This is an optimization exercise on Yosys and OpenROAD, whose aim is small area and few clock cycles, not a production implementation. Function was checked by simulation only, so behaviour that the tests miss may differ from the original. Power is estimated from default activity; no workload was simulated.

**run.sh**
```bash
#!/bin/bash
# synth_recipe.tcl (not shown) runs the flow's synth.tcl, then flattens the netlist and writes it again
# the make line also repeats each setting of config.mk as NAME=value (left out here)
make -C /OpenROAD-flow-scripts/flow DESIGN_CONFIG=/design/flow/config.mk WORK_HOME=/design/flow/orfs CLKGATE_MAP_FILE= SYNTH_SCRIPT=/design/flow/synth_recipe.tcl finish
```
**config.mk**
```make
export PLATFORM = sky130hd
export DESIGN_NAME = he_core
export DESIGN_NICKNAME = he_core
export VERILOG_FILES = /design/flow/design.v
export SDC_FILE = /design/flow/constraint.sdc
export NUM_CORES = 4
export LEC_CHECK = 0
export CAP_MARGIN = 20
export CORE_MARGIN = 2
export CORE_UTILIZATION = 25
export PLACE_DENSITY = 0.5
export SLEW_MARGIN = 20
```
**constraint.sdc**
```tcl
create_clock -name core_clock -period 10.0 [get_ports {clk}]
set_input_delay 2.0000 -clock core_clock [delete_from_list [all_inputs] [get_ports {clk}]]
set_output_delay 2.0000 -clock core_clock [all_outputs]
set_load 0.01 [all_outputs]
```
**design.v**
```verilog
module he_core (
    input  wire        clk,
    input  wire        rst,           
    input  wire        cmd_valid,
    input  wire [31:0] cmd_word,
    output wire        cmd_ready,
    output reg         done,
    output reg  [7:0]  err,
    output reg  [23:0] olen,
    input  wire        ibuf_we,
    input  wire [1:0]  ibuf_addr,
    input  wire [95:0] ibuf_wdata,
    input  wire [1:0]  obuf_addr,
    output wire [95:0] obuf_rdata
);
    localparam BUFMAX = 48;
    localparam OP_SETCIPHER = 8'h01, OP_SETKEY    = 8'h02;
    localparam OP_OFS_SEED  = 8'h10, OP_OFS_NEXT  = 8'h11;
    localparam OP_MAC_INIT  = 8'h20, OP_MAC_ISEED = 8'h21;
    localparam OP_MAC_UPD   = 8'h22, OP_MAC_TAG   = 8'h23;
    localparam OP_SETIV     = 8'h30, OP_UPDATE    = 8'h31;
    localparam OP_ENCRYPT   = 8'h32, OP_DECRYPT   = 8'h33;
    localparam OP_GETTAG    = 8'h34;
    localparam E_OK = 8'h00, E_NONCE = 8'h01, E_SEQ = 8'h02;
    localparam E_ILL = 8'h04, E_TAG = 8'h05, E_LEN = 8'h06;
    localparam P_IDLE = 2'd0, P_SEEDED = 2'd1, P_ENCRYPTED = 2'd2, P_TAGGED = 2'd3;
    localparam M_IDLE = 2'd0, M_READY = 2'd1, M_UPDATED = 2'd2;
    localparam MODE_EMB = 1'b0, MODE_STD = 1'b1;
    function [95:0] f_next;
        input [95:0] o;
        reg [7:0] o0;
        begin
            o0 = o[7:0];
            f_next = {o0, o[95:8]};
            f_next[79:72] = o[87:80] ^ o0 ^ (o0 >> 3) ^ (o0 >> 5);
            f_next[87:80] = o[95:88] ^ (o0 << 5) ^ (o0 << 3);
        end
    endfunction
    function [95:0] f_enc;
        input [95:0] x;
        input [95:0] km;
        integer i;
        begin
            for (i = 0; i < 12; i = i + 1)
                f_enc[8*i +: 8] = x[8*((i+1)%12) +: 8] ^ km[8*i +: 8] ^ 8'h5C;
        end
    endfunction
    function [95:0] f_sct;
        input [95:0] x;
        input [95:0] km;
        integer i;
        reg [7:0] b;
        begin
            for (i = 0; i < 12; i = i + 1) begin
                b = x[8*((i+5)%12) +: 8];
                f_sct[8*i +: 8] = {b[6:0], b[7]}
                                  ^ (x[8*((i+1)%12) +: 8] & x[8*((i+2)%12) +: 8])
                                  ^ km[8*i +: 8] ^ 8'h36;
            end
        end
    endfunction
    function [95:0] f_mark_len;
        input [7:0]  tagbits;
        input [23:0] len;
        begin
            f_mark_len = 96'd0;
            f_mark_len[7:0]   = 8'd96 - tagbits;
            f_mark_len[15:8]  = 8'h80;
            f_mark_len[79:72] = len[23:16];
            f_mark_len[87:80] = len[15:8];
            f_mark_len[95:88] = len[7:0];
        end
    endfunction
    function [95:0] f_mask;
        input [6:0] n;
        integer i;
        begin
            for (i = 0; i < 12; i = i + 1)
                f_mask[8*i +: 8] = (i < n) ? 8'hFF : 8'h00;
        end
    endfunction
    reg [95:0] ibuf [0:3];
    reg [95:0] obuf [0:3];
    reg [95:0] km;                          
    reg [95:0] og;                          
    reg [95:0] mr, mo, ma;                  
    reg [95:0] r_reg, l_reg, a_reg, d_reg;  
    reg [95:0] ok_reg, oa_reg, od_reg;
    reg        cipher_bound, keyed, d_valid, og_valid;
    reg [1:0]  phase, m_phase;
    reg        m_mode;
    reg [23:0] m_length, h_length, m_len;
    reg        busy;
    reg [7:0]  op;
    reg [23:0] arg;
    reg [2:0]  blk;                         
    assign cmd_ready  = !busy;
    assign obuf_rdata = obuf[obuf_addr];
    wire no_arg_op = (op == OP_SETCIPHER) || (op == OP_OFS_SEED) || (op == OP_OFS_NEXT) ||
                     (op == OP_MAC_INIT)  || (op == OP_MAC_ISEED);
    wire arg_op    = (op == OP_SETKEY)  || (op == OP_MAC_UPD) || (op == OP_MAC_TAG) ||
                     (op == OP_SETIV)   || (op == OP_UPDATE)  || (op == OP_ENCRYPT) ||
                     (op == OP_DECRYPT) || (op == OP_GETTAG);
    wire illegal   = !((no_arg_op && arg == 24'd0) || arg_op);
    wire        len_bad  = (arg > BUFMAX);
    wire [24:0] key_nb   = ({1'b0, arg} + 25'd7) >> 3;
    wire        key_bad  = (key_nb > BUFMAX);
    wire        tag_bad  = (arg[2:0] != 3'd0) || (arg < 24'd8) || (arg > 24'd96);
    wire xcrypt_seq_bad  = (op == OP_ENCRYPT) ? (phase != P_SEEDED)
                                              : (phase != P_SEEDED && phase != P_ENCRYPTED);
    wire [2:0]  last_blk = (arg <= 24'd12) ? 3'd0 :
                           (arg <= 24'd24) ? 3'd1 :
                           (arg <= 24'd36) ? 3'd2 : 3'd3;
    wire        first    = (blk == 3'd0);
    wire [95:0] x_raw    = ibuf[blk[1:0]];
    wire [6:0]  rem      = arg[6:0] - {blk, 2'b00} * 7'd3;      
    wire        full_blk = (rem >= 7'd12);
    wire [95:0] x_mask   = f_mask(rem);
    wire [95:0] x_pad    = x_raw & x_mask;                       
    wire [95:0] zero_enc = f_enc(96'd0, km);                     
    wire [95:0] ok_cur   = first ? r_reg : ok_reg;
    wire [95:0] ok_nxt   = f_next(ok_cur);
    wire [95:0] ks       = f_enc(ok_nxt, km);
    wire [95:0] y_blk    = x_pad ^ (ks & x_mask);
    wire [95:0] oa_cur   = first ? r_reg : oa_reg;
    wire [95:0] oa_nxt   = f_next(oa_cur);
    wire [95:0] a_cur    = first ? 96'd0 : a_reg;
    wire [95:0] a_nxt    = full_blk ? (a_cur ^ f_sct(y_blk ^ oa_nxt, km))
                                    : (a_cur ^ f_sct(x_pad, km));
    wire [95:0] od_cur   = first ? zero_enc : od_reg;
    wire [95:0] od_nxt   = f_next(od_cur);
    wire [95:0] d_cur    = first ? 96'd0 : d_reg;
    wire [95:0] d_nxt    = d_cur ^ f_sct(x_pad ^ od_nxt, km);
    wire [95:0] mo_nxt   = f_next(mo);
    wire [95:0] ma_nxt   = ma ^ f_sct(x_pad ^ mo_nxt, km);
    wire [95:0] og_nxt   = f_next(og);
    wire [95:0] mac_c    = {8'h2A, 88'd0};
    wire [95:0] mac_r    = f_enc(mac_c, km) ^ mac_c;
    wire [95:0] ma_fin   = ma ^ mr ^ f_mark_len(arg[7:0], m_len);
    wire [95:0] mac_t    = f_enc(ma_fin, km);
    wire [95:0] iv_p     = (ibuf[0] & f_mask({3'd0, arg[3:0]})) << (8 * (12 - arg[3:0]));
    wire [95:0] iv_r     = f_enc(iv_p, km) ^ iv_p;
    wire [95:0] tag_y    = d_reg ^ l_reg ^ f_mark_len(arg[7:0], h_length);
    wire [95:0] tag_x0   = a_reg ^ r_reg ^ f_mark_len(arg[7:0], m_length);
    wire [95:0] tag_x    = d_valid ? (tag_x0 ^ f_sct(tag_y, km)) : tag_x0;
    wire [95:0] ls_t     = f_enc(tag_x, km);
    wire [95:0] key_km   = ibuf[0] & f_mask(key_nb > 25'd12 ? 7'd12 : key_nb[6:0]);
    wire [95:0] tag_mask = f_mask({3'd0, arg[6:3]});
    always @(posedge clk) begin
        if (ibuf_we && !busy)
            ibuf[ibuf_addr] <= ibuf_wdata;
    end
    always @(posedge clk) begin
        if (rst) begin
            busy         <= 1'b0;
            done         <= 1'b0;
            err          <= E_OK;
            olen         <= 24'd0;
            cipher_bound <= 1'b0;
            keyed        <= 1'b0;
            d_valid      <= 1'b0;
            og_valid     <= 1'b0;
            phase        <= P_IDLE;
            m_phase      <= M_IDLE;
            m_mode       <= MODE_EMB;
            m_length     <= 24'd0;
            h_length     <= 24'd0;
            m_len        <= 24'd0;
            blk          <= 3'd0;
        end else begin
            done <= 1'b0;
            if (!busy) begin
                if (cmd_valid) begin
                    busy <= 1'b1;
                    op   <= cmd_word[31:24];
                    arg  <= cmd_word[23:0];
                    blk  <= 3'd0;
                end
            end else begin
                busy <= 1'b0;
                done <= 1'b1;
                err  <= E_OK;
                olen <= 24'd0;
                if (illegal) begin
                    err      <= E_ILL;
                    phase    <= P_IDLE;
                    d_valid  <= 1'b0;
                    m_phase  <= M_IDLE;
                    og_valid <= 1'b0;
                end else begin
                    case (op)
                    OP_SETCIPHER: begin
                        cipher_bound <= 1'b1;
                        keyed        <= 1'b0;
                        phase        <= P_IDLE;
                        d_valid      <= 1'b0;
                        m_phase      <= M_IDLE;
                    end
                    OP_SETKEY: begin
                        keyed   <= 1'b0;
                        phase   <= P_IDLE;
                        d_valid <= 1'b0;
                        m_phase <= M_IDLE;
                        if (!cipher_bound)
                            err <= E_SEQ;
                        else if (key_bad)
                            err <= E_LEN;
                        else begin
                            km    <= key_km;
                            keyed <= 1'b1;
                        end
                    end
                    OP_OFS_SEED: begin
                        og       <= ibuf[0];
                        og_valid <= 1'b1;
                    end
                    OP_OFS_NEXT: begin
                        if (!og_valid) begin
                            err      <= E_SEQ;
                            og_valid <= 1'b0;
                        end else begin
                            og      <= og_nxt;
                            obuf[0] <= og_nxt;
                            olen    <= 24'd12;
                        end
                    end
                    OP_MAC_INIT: begin
                        if (!keyed) begin
                            err     <= E_SEQ;
                            m_phase <= M_IDLE;
                        end else begin
                            mr      <= mac_r;
                            mo      <= mac_r;
                            ma      <= 96'd0;
                            m_len   <= 24'd0;
                            m_mode  <= MODE_STD;
                            m_phase <= M_READY;
                        end
                    end
                    OP_MAC_ISEED: begin
                        if (!keyed) begin
                            err     <= E_SEQ;
                            m_phase <= M_IDLE;
                        end else begin
                            mo      <= ibuf[0];
                            ma      <= 96'd0;
                            m_len   <= 24'd0;
                            m_mode  <= MODE_EMB;
                            m_phase <= M_READY;
                        end
                    end
                    OP_MAC_UPD: begin
                        if (first && m_phase != M_READY) begin
                            err     <= E_SEQ;
                            m_phase <= M_IDLE;
                        end else if (first && len_bad) begin
                            err     <= E_LEN;
                            m_phase <= M_IDLE;
                        end else begin
                            if (arg != 24'd0) begin
                                mo <= mo_nxt;
                                ma <= ma_nxt;
                            end
                            if (blk != last_blk) begin
                                busy <= 1'b1;
                                done <= 1'b0;
                                blk  <= blk + 3'd1;
                            end else begin
                                m_len   <= arg;
                                m_phase <= M_UPDATED;
                            end
                        end
                    end
                    OP_MAC_TAG: begin
                        if (m_phase == M_IDLE) begin
                            err     <= E_SEQ;
                        end else if (m_mode == MODE_EMB) begin
                            obuf[0] <= ma;
                            olen    <= 24'd12;
                            m_phase <= M_IDLE;
                        end else if (tag_bad) begin
                            err     <= E_TAG;
                            m_phase <= M_IDLE;
                        end else begin
                            ma      <= ma_fin;
                            obuf[0] <= (mac_t & tag_mask) | (obuf[0] & ~tag_mask);
                            olen    <= {20'd0, arg[6:3]};
                            m_phase <= M_IDLE;
                        end
                    end
                    OP_SETIV: begin
                        if (!keyed || arg > 24'd12) begin
                            err     <= !keyed ? E_SEQ : E_NONCE;
                            phase   <= P_IDLE;
                            d_valid <= 1'b0;
                        end else begin
                            r_reg    <= iv_r;
                            a_reg    <= 96'd0;
                            d_reg    <= 96'd0;
                            l_reg    <= 96'd0;
                            m_length <= 24'd0;
                            h_length <= 24'd0;
                            d_valid  <= 1'b0;
                            phase    <= P_SEEDED;
                        end
                    end
                    OP_UPDATE: begin
                        if (first && (phase != P_SEEDED || len_bad)) begin
                            err     <= (phase != P_SEEDED) ? E_SEQ : E_LEN;
                            phase   <= P_IDLE;
                            d_valid <= 1'b0;
                        end else begin
                            if (first)
                                l_reg <= zero_enc;
                            if (arg != 24'd0) begin
                                od_reg <= od_nxt;
                                d_reg  <= d_nxt;
                            end else begin
                                od_reg <= zero_enc;
                                d_reg  <= 96'd0;
                            end
                            if (blk != last_blk) begin
                                busy <= 1'b1;
                                done <= 1'b0;
                                blk  <= blk + 3'd1;
                            end else begin
                                h_length <= arg;
                                d_valid  <= 1'b1;
                            end
                        end
                    end
                    OP_ENCRYPT, OP_DECRYPT: begin
                        if (first && (xcrypt_seq_bad || len_bad)) begin
                            err     <= xcrypt_seq_bad ? E_SEQ : E_LEN;
                            phase   <= P_IDLE;
                            d_valid <= 1'b0;
                        end else begin
                            if (arg != 24'd0) begin
                                ok_reg <= ok_nxt;
                                obuf[blk[1:0]] <= y_blk | (obuf[blk[1:0]] & ~x_mask);
                                if (op == OP_ENCRYPT) begin
                                    a_reg <= a_nxt;
                                    oa_reg <= full_blk ? oa_nxt : oa_cur;
                                end
                            end else begin
                                ok_reg <= r_reg;
                                if (op == OP_ENCRYPT) begin
                                    oa_reg <= r_reg;
                                    a_reg  <= 96'd0;
                                end
                            end
                            if (blk != last_blk) begin
                                busy <= 1'b1;
                                done <= 1'b0;
                                blk  <= blk + 3'd1;
                            end else begin
                                olen <= arg;
                                if (op == OP_ENCRYPT) begin
                                    m_length <= arg;
                                    phase    <= P_ENCRYPTED;
                                end
                            end
                        end
                    end
                    OP_GETTAG: begin
                        if (phase != P_ENCRYPTED || tag_bad) begin
                            err     <= (phase != P_ENCRYPTED) ? E_SEQ : E_TAG;
                            phase   <= P_IDLE;
                            d_valid <= 1'b0;
                        end else begin
                            obuf[0] <= (ls_t & tag_mask) | (obuf[0] & ~tag_mask);
                            olen    <= {20'd0, arg[6:3]};
                            phase   <= P_TAGGED;
                        end
                    end
                    default: ;
                    endcase
                end
            end
        end
    end
endmodule
```
==> impl_results.md <==
- Critical path class: register to register
- Layout cells sized above 1: 13.3%
- Area share of the largest cell type after synthesis: 47.5%
- Synth Cell Area: 0.123 mm²
- Initial Util: 25.1%
- Total number of yosys warnings: 1
- Final min period: 7.15 ns
- Initial antenna violation count: 157
- HPWL after DPL: 643000 µm
- Met3 wire length: 119000 µm
- Via count: 108000
- CTS root buf: clkbuf_16
- Met2 Wirelength: 342000 µm
- Worst vdd ir: 0.000190 V
- Post-place setup slack: 2.94 ns
- Nets: 11500
- Clk buf depth: 4
- Post_cts resized: 0
- Post-synthesis register bit count: 2067
- Most common cell in the synthesized netlist: edfxtp_1
- # placed instances: 17600
- P_leak: 46.1 nW
- Setup ws final: 2.85 ns
- Gr ovfl total: 0
- Worst-Skew Late Latency: 1.06 ns
- Routability cong.: 1.10
- Sequential share of the synthesized area: 49.4%
- Die area: 0.499 mm²
- Largest area contributor in the netlist: edfxtp_1
- RSZ-0062 raised after global routing: no
- Hold Path Class: register to register
- Top-Level Pins: 266
- Final Non-Filler Cells: 18200
- Fill count: 51100
- Cell variety after synth: 109
- Max_cap viols: 0
- Ys flop type: edfxtp_1
- ANT nets after route: 0
- Initial DRC count: 21600
- Mean post-synth cell area: 11.1 µm²
- CP startpoint kind: register
- Power Density: 143 mW/mm²
- Crit end category: register
- Asr flop ratio synth: 0%
- Global-route wire length before repair: 1080000 µm
- Slew Limit Fails: 0
- Die width: 707 µm
- Hold buffer count at cts: 0
- Core footprint: 0.493 mm²
- Initial DRT Pass Iterations: 7
- Final wirelength: 867000 µm
- Number of synthesized flops with an enable pin: 1952
- Clk slew on worst S/H paths: 0.07 ns
- Worst Path Required: 10.78 ns
- Setup violators final: 0
- Final period util: 71.5%
- Die height: 707 µm
- CTS tree: done
- Count of final hold-check violations: 0
- Cells after Synth: 11100
- DRC: 0
- Routed met1 length: 307000 µm
- PortBufs: 260
- Worst-Margin Slew: 1.41 ns
- Num CTS Buffers: 240
- Vias in the first global route: 96100
- Highest metal used: met5
- Fin util: 29.4%
- Post-CTS setup buffer count: 0
- Clk_skew: 0.143 ns
- Avg WL per Cell: 47.5 µm
- Area contributors post-synth: edfxtp_1, xnor2_1, mux4_2, xor2_1, nand2_1
- Routed vias/inst: 5.91
- H-tree Lvls: 4
- Global-route usage over all layers: 33.5%
- Top Registers: ibuf: 384 flops, obuf: 384 flops
- Fmax achieved: 0.140 GHz
- Final Power: 20.8 mW
- Layout area overhead: 17.4%
- Status: finished clean
- Top cells by count, synth: edfxtp_1, xnor2_1, nand2_1, nor2_1, a21oi_1
- CP arrival: 7.93 ns
- Core Rows: 258
- Clock sinks: 2067
- Largest net degree at the start of global routing: 114
- Critical path peak fanout: 32
- Rel. slew slack: 5.01%
cell families (layout without fill, tap and decap cells):
family          Yosys count  in the layout  synth area share (%)
simple gates           3016           3016                  10.8
compound gates         2042           2042                  9.98
fa+ha+maj                17             17                 0.185
other cells               1            156               0.00304
flops                  2067           2067                  49.4
xor+xnor               2598           2598                  19.4
buf+inv                 826           1288                  2.75
mux                     540            540                  7.43
metal layers:
layer	vias to the layer above	track usage [%]
met5	-	0.144
met4	52	30.8
met3	2534	13.0
met2	9935	46.0
met1	54800	40.2
li1	40300	-
through the flow:
step	hold WS, ns	TNS, ns	instance area, µm²
final	0.454	0	145000
after floorplan	0.424	-253.57	124000
after CTS	0.456	0	144000
after global placement	0.439	0	136000
after global routing	0.477	0	145000
after detailed placement	0.448	0	136000
critical path: stages, from the launching register on:
cell and delay, ns:
edfxtp_1 0.32, buf_4 0.26, clkinv_1 0.61, fa_1 1.28, inv_1 0.32, a31oi_2 0.48
nand3_4 0.85, o21ai_1 1.16, xor2_1 0.84, xnor3_1 0.54, a22o_1 0.19
power breakdown:
part           total, mW  internal (mW)  switching [mW]
combinational       1.81          0.533            1.27
sequential          9.51           9.44          0.0778
clock               9.45           5.22            4.23
final timing paths:
path,cells past startpoint,to,start,slack (ns)
setup / recovery,10,ma[65],arg[3],2.85
hold / removal,2,h_length[6],h_length[6],0.45
setup reg to reg,10,ma[65],arg[3],2.85
hold reg to reg,2,h_length[6],h_length[6],0.45
cell usage in the layout (no fill, tap or decap), drive strengths merged, types with 40 or more instances in the layout:
| cell type | count |
|---|---|
| mux2 | 107 |
| inv | 73 |
| nand2 | 1177 |
| nor2b | 150 |
| buf | 487 |
| mux4 | 290 |
| clkinv | 128 |
| and2 | 50 |
| clkbuf | 303 |
| a22o | 74 |
| edfxtp | 1952 |
| xnor2 | 1893 |
| o22ai | 180 |
| o211ai | 52 |
| diode | 151 |
| dfxtp | 115 |
| nand3 | 231 |
| xnor3 | 87 |
| nor2 | 1024 |
| a31oi | 57 |
| a22oi | 140 |
| mux2i | 143 |
| nand2b | 40 |
| xor2 | 615 |
| clkdlybuf4s50 | 257 |
| o21ai | 455 |
| and3 | 70 |
| a21oi | 805 |
| nor3 | 93 |
| and3b | 64 |
final cells by class:
class / instances / area, µm² / share of cell area, %
sequential: 2067 / 60900 / 42.1
multi-input combinational: 8218 / 60400 / 41.7
tap: 6500 / 8130 / 5.62
timing repair buffer: 744 / 6570 / 4.53
clock buffer: 303 / 6450 / 4.45
clock inverter: 142 / 1580 / 1.09
antenna: 151 / 378 / 0.261
inverter: 99 / 373 / 0.257
Testbench counts, summed over its fixed seeds: cycles 19,283.

## afterwards: timing with drivers on the ports
No port has a modelled driver above. Below, the same layout with a new extraction and two added sets of constraints.
Step 1, drivers: a clkbuf_16 drives clk and a buf_2 each remaining input, both assumed.
Step 2 also shifts input and output timing later by t, the mid clock arrival at the registers, as if the neighbouring blocks saw the same clock.
a / b / c = no drivers / after step 1 / after step 2; a / b = the first two.
t (ns): 1.127
setup WS [ns]: 2.847 / 2.847 / 2.847
worst hold slack (ns): 0.454 / 0.454 / 0.454
worst setup path at the end: register to register
slew at the worst register clock pin (ns): 0.08 / 0.08
After both steps setup and hold are still met in this run. The setup slack of this run moves by 0.000 ns with the drivers and by 0.000 ns with both steps.
